What follows belongs to an exercise in optimizing a design on an open flow for small area, a short achievable clock period and few clock cycles; a production flow would make more cautious choices.
RTL that was checked went through simulation tests only; none was proved equivalent to the original.
Power is estimated from default activity; no workload was simulated.

## crc_memchk
module crc_memchk (
    input  wire        clk,
    input  wire        rst,            
    input  wire        cmd_valid,
    output wire        cmd_ready,
    input  wire [31:0] cmd_word,
    input  wire [31:0] cmd_addr,
    input  wire [31:0] cmd_len,
    input  wire [31:0] cmd_ref,
    output wire        mem_req,
    output wire        mem_space,      
    output wire [31:0] mem_addr,
    input  wire        mem_gnt,
    input  wire        mem_rvalid,
    input  wire [15:0] mem_rdata,
    output reg         rsp_valid,
    output reg         rsp_err,
    output reg         rsp_mismatch,
    output wire [31:0] rsp_result,
    output reg         crc_fault
);
Size in the first run: about 870 cells after synthesis, about 220 I/O pins, roughly 9100 sq um of cells after synthesis.
==> flow/config.mk <==
export PLATFORM = sky130hd
export DESIGN_NAME = crc_memchk
export DESIGN_NICKNAME = crc_memchk
export VERILOG_FILES = /design/flow/design.v
export SDC_FILE = /design/flow/constraint.sdc
export NUM_CORES = 4
export LEC_CHECK = 0
export CAP_MARGIN = 20
export CORE_MARGIN = 2
export CORE_UTILIZATION = 40
export PLACE_DENSITY = 0.6
export SETUP_SLACK_MARGIN = 3.0
export SLEW_MARGIN = 20
==> flow/constraint.sdc <==
create_clock -name core_clock -period 6.0 [get_ports {clk}]
set_input_delay 1.2000 -clock core_clock [delete_from_list [all_inputs] [get_ports {clk}]]
set_output_delay 1.2000 -clock core_clock [all_outputs]
set_load 0.01 [all_outputs]
run.sh (not shown) runs the stock make flow with config.mk's settings and CLKGATE_MAP_FILE= SYNTH_SCRIPT=/design/flow/synth_recipe.tcl, a recipe that flattens the netlist after the stock synthesis.
The first run passed the timing, design-rule and antenna checks.
Rerun with:
- SETUP_SLACK_MARGIN: 3.0 -> 3.6
The changed run finished clean.
Clock-buffer cell count climbs by 3.
Combinational power goes up by 16%.
Hold slack gains 0.0086 ns.
First-iteration DRC count shrinks by 13%.
No functional check of the RTL was part of any run of this note.

---

crc_memchk, a different RTL version from the one above (not shown whole).
Size: ~790 cells after synthesis, about 130 flip-flops, ~220 I/O pins, roughly 8700 µm² of cells after synthesis.
// crc_memchk
module crc_memchk (
    input  wire        clk,
    input  wire        rst,            
    input  wire        cmd_valid,
    output wire        cmd_ready,
    input  wire [31:0] cmd_word,
    input  wire [31:0] cmd_addr,
    input  wire [31:0] cmd_len,
    input  wire [31:0] cmd_ref,
    output wire        mem_req,
    output wire        mem_space,      
    output wire [31:0] mem_addr,
    input  wire        mem_gnt,
    input  wire        mem_rvalid,
    input  wire [15:0] mem_rdata,
    output reg         rsp_valid,
    output reg         rsp_err,
    output reg         rsp_mismatch,
    output wire [31:0] rsp_result,
    output reg         crc_fault
);
    localparam [31:0] Q32_ODD = ~32'hF0958FD9;
    reg         idle;         
    reg         chk_ph;       
    reg         go_ph;        
    reg         ok_q;         
    reg         ne_q;         
    reg         rd;           
    reg         req;
    reg  [1:0]  infl;         
    reg         fin;          
    reg  [15:0] a;            
    reg  [15:0] n;            
    reg  [31:0] ref_val;
    reg         sp, w32, chk;
    reg         hdr_ok;       
    reg  [7:0]  d_hi, d_lo;   
    reg         ph;           
    reg         dv, dlast;
    reg  [31:0] q;            
    assign cmd_ready  = idle;
    assign mem_req    = req;
    assign mem_space  = sp;
  ...
Settings: LEC_CHECK=0, CAP_MARGIN=20, CORE_MARGIN=2, CORE_UTILIZATION=60, CTS_BUF_LIST=sky130_fd_sc_hd__clkbuf_8, GPL_TIMING_DRIVEN=0, PLACE_DENSITY=0.75, SETUP_SLACK_MARGIN=3.5, SLEW_MARGIN=20; clock period 6.0 ns.
standard.sh (not shown) runs the stock make flow with config.mk's settings and CLKGATE_MAP_FILE= SYNTH_SCRIPT=/design/flow/synth_recipe.tcl, a recipe that flattens the netlist after the stock synthesis.
==> flow/flow/run.sh <==
#!/bin/bash
# The standard layout, with every port buffered by the smallest buffer
# (sky130_fd_sc_hd__buf_1) instead of the delay cell the default picks;
# the repair steps resize these buffers where timing needs it.
set -euo pipefail
export BUFFER_PORTS_ARGS="-buffer_cell sky130_fd_sc_hd__buf_1"
bash standard.sh > standard.log 2>&1
The first run finished clean.
Testbench counts at the start, summed over its fixed seeds: cycles 52,207.
==> next run, changes <==
GPL_TIMING_DRIVEN = unset   (was 0)
Effect: The new run went through all stages and came out clean. Count of clock-buffer cells in the layout does not change. Sequential share of layout area is higher by 0.98 points. Area after synthesis stays the same. Maximum frequency is higher by 1.2%. Routed wire length is lower by 6.1%.
==> next run, changes <==
CORE_UTILIZATION = 75   (was 60)
PLACE_DENSITY = 0.85   (was 0.75)
SETUP_SLACK_MARGIN = 3.6   (was 3.5)
Effect: The changed run aborted during global routing (5_1_grt), error GRT-0232. Area after synthesis is unchanged. Synthesized cell count does not change.
==> next run, changes <==
CORE_UTILIZATION = 60   (was 75)
PLACE_DENSITY = 0.75   (was 0.85)
What happened: The new run went through all stages and came out clean. Synthesized area does not change. Synthesized cell count stays the same.

---

Setup of run 1:
crc_memchk again, from the RTL that the note above started with.
export LEC_CHECK = 0
export CAP_MARGIN = 20
export CORE_MARGIN = 2
export CORE_UTILIZATION = 60
export CTS_BUF_LIST = sky130_fd_sc_hd__clkbuf_8
export PLACE_DENSITY = 0.75
export SETUP_SLACK_MARGIN = 3.7
export SLEW_MARGIN = 20
create_clock -name core_clock -period 6.0 [get_ports {clk}]
Scripts as last shown in full above: flow/flow/run.sh
Run 1 finished every stage and its layout cleared the timing, design-rule and antenna checks.
Testbench counts of run 1, summed over its fixed seeds: cycles 52,207.
What run 2 does differently from run 1 at the input level:
- changing PLACE_DENSITY from 0.75 to 0.6
- changing CORE_UTILIZATION from 60 to 40
- changing SETUP_SLACK_MARGIN from 3.7 to 3.6
Notes after the runs:
- Looking at the reports, run 2 completed the entire flow and the layout it produced met the timing, design-rule and antenna checks.
- On first-pass GRT wire length: run 2 sits above run 1.
- Number of sequential cells: run 2 vs run 1 identical
- Against run 1, the final cell area of run 2 is lower.
- Compared with run 1, run 2 instantiates a larger number of standard cells.
- Between run 2 and run 1, the final clock skew figures differ only marginally.
- Run 2 against run 1: worst endpoint required time dropped 1.37 ns, critical path depth dropped 5, wire length on met3 dropped 530 um, fmax dropped 1.3%, total wire length barely changed.
Relative to run 2, the following input files were edited for run 3:
- swapping 40 for 60 in CORE_UTILIZATION
- swapping 0.6 for 0.75 in PLACE_DENSITY
- swapping 3.6 for 3.4 in SETUP_SLACK_MARGIN
[summary]
- Run 2 → run 3: setup slack after placement decreased 0.062 ns, sequential share of cell area has increased, clock network power share now larger, total routing resource utilization after global routing now larger.
Inputs modified between run 3 and run 4:
- CTS_CLUSTER_DIAMETER: unset -> 150
- CTS_CLUSTER_SIZE: unset -> 50
- SETUP_SLACK_MARGIN: 3.4 -> 3.6
## What came out
- Time the final worst path needs with I/O delays and setup, run 4 and run 3, higher one = run 3.
- Run 4 against run 3: clock network fraction of design power now sits lower; share of post-route cells with drive strength above 1 now sits higher.

==> port drivers added, routing unchanged <==
No port has a modelled driver above. Below, the same layouts with a new extraction and two added sets of constraints.
Step 1, drivers: a clkbuf_16 drives clk and a buf_2 each remaining input, both assumed.
Step 2 moves the port delays by t, midway between the first and last clock arrival at a register: inputs arrive t later, outputs are due t later. That takes back most of the time a late clock gives input paths.
Slacks: ideal ports / drivers / drivers and shift; pairs: ideal ports / drivers.
run	t (ns)	setup slack, ns	worst data-port slew with drivers (ns)
the first run of note 1	0.465	3.078 / 3.055 / 2.846	0.06
the second run of note 1	0.473	3.417 / 3.417 / 3.327	0.06
the first run of note 2	0.487	3.521 / 3.482 / 3.147	0.08
the second run of note 2	0.488	3.550 / 3.511 / 3.188	0.08
the fourth run of note 2	0.504	3.576 / 3.533 / 3.224	0.06
run 1	0.488	3.591 / 3.575 / 3.282	0.07
run 2	0.489	3.561 / 3.521 / 3.297	0.07
run 3	0.502	3.496 / 3.457 / 3.246	0.05
run 4	0.504	3.576 / 3.533 / 3.224	0.06
After both steps every run listed still meets setup and hold. For the first run of note 2, which loses most, drivers alone change the setup slack by -0.039 ns; drivers and shift together by -0.374 ns.
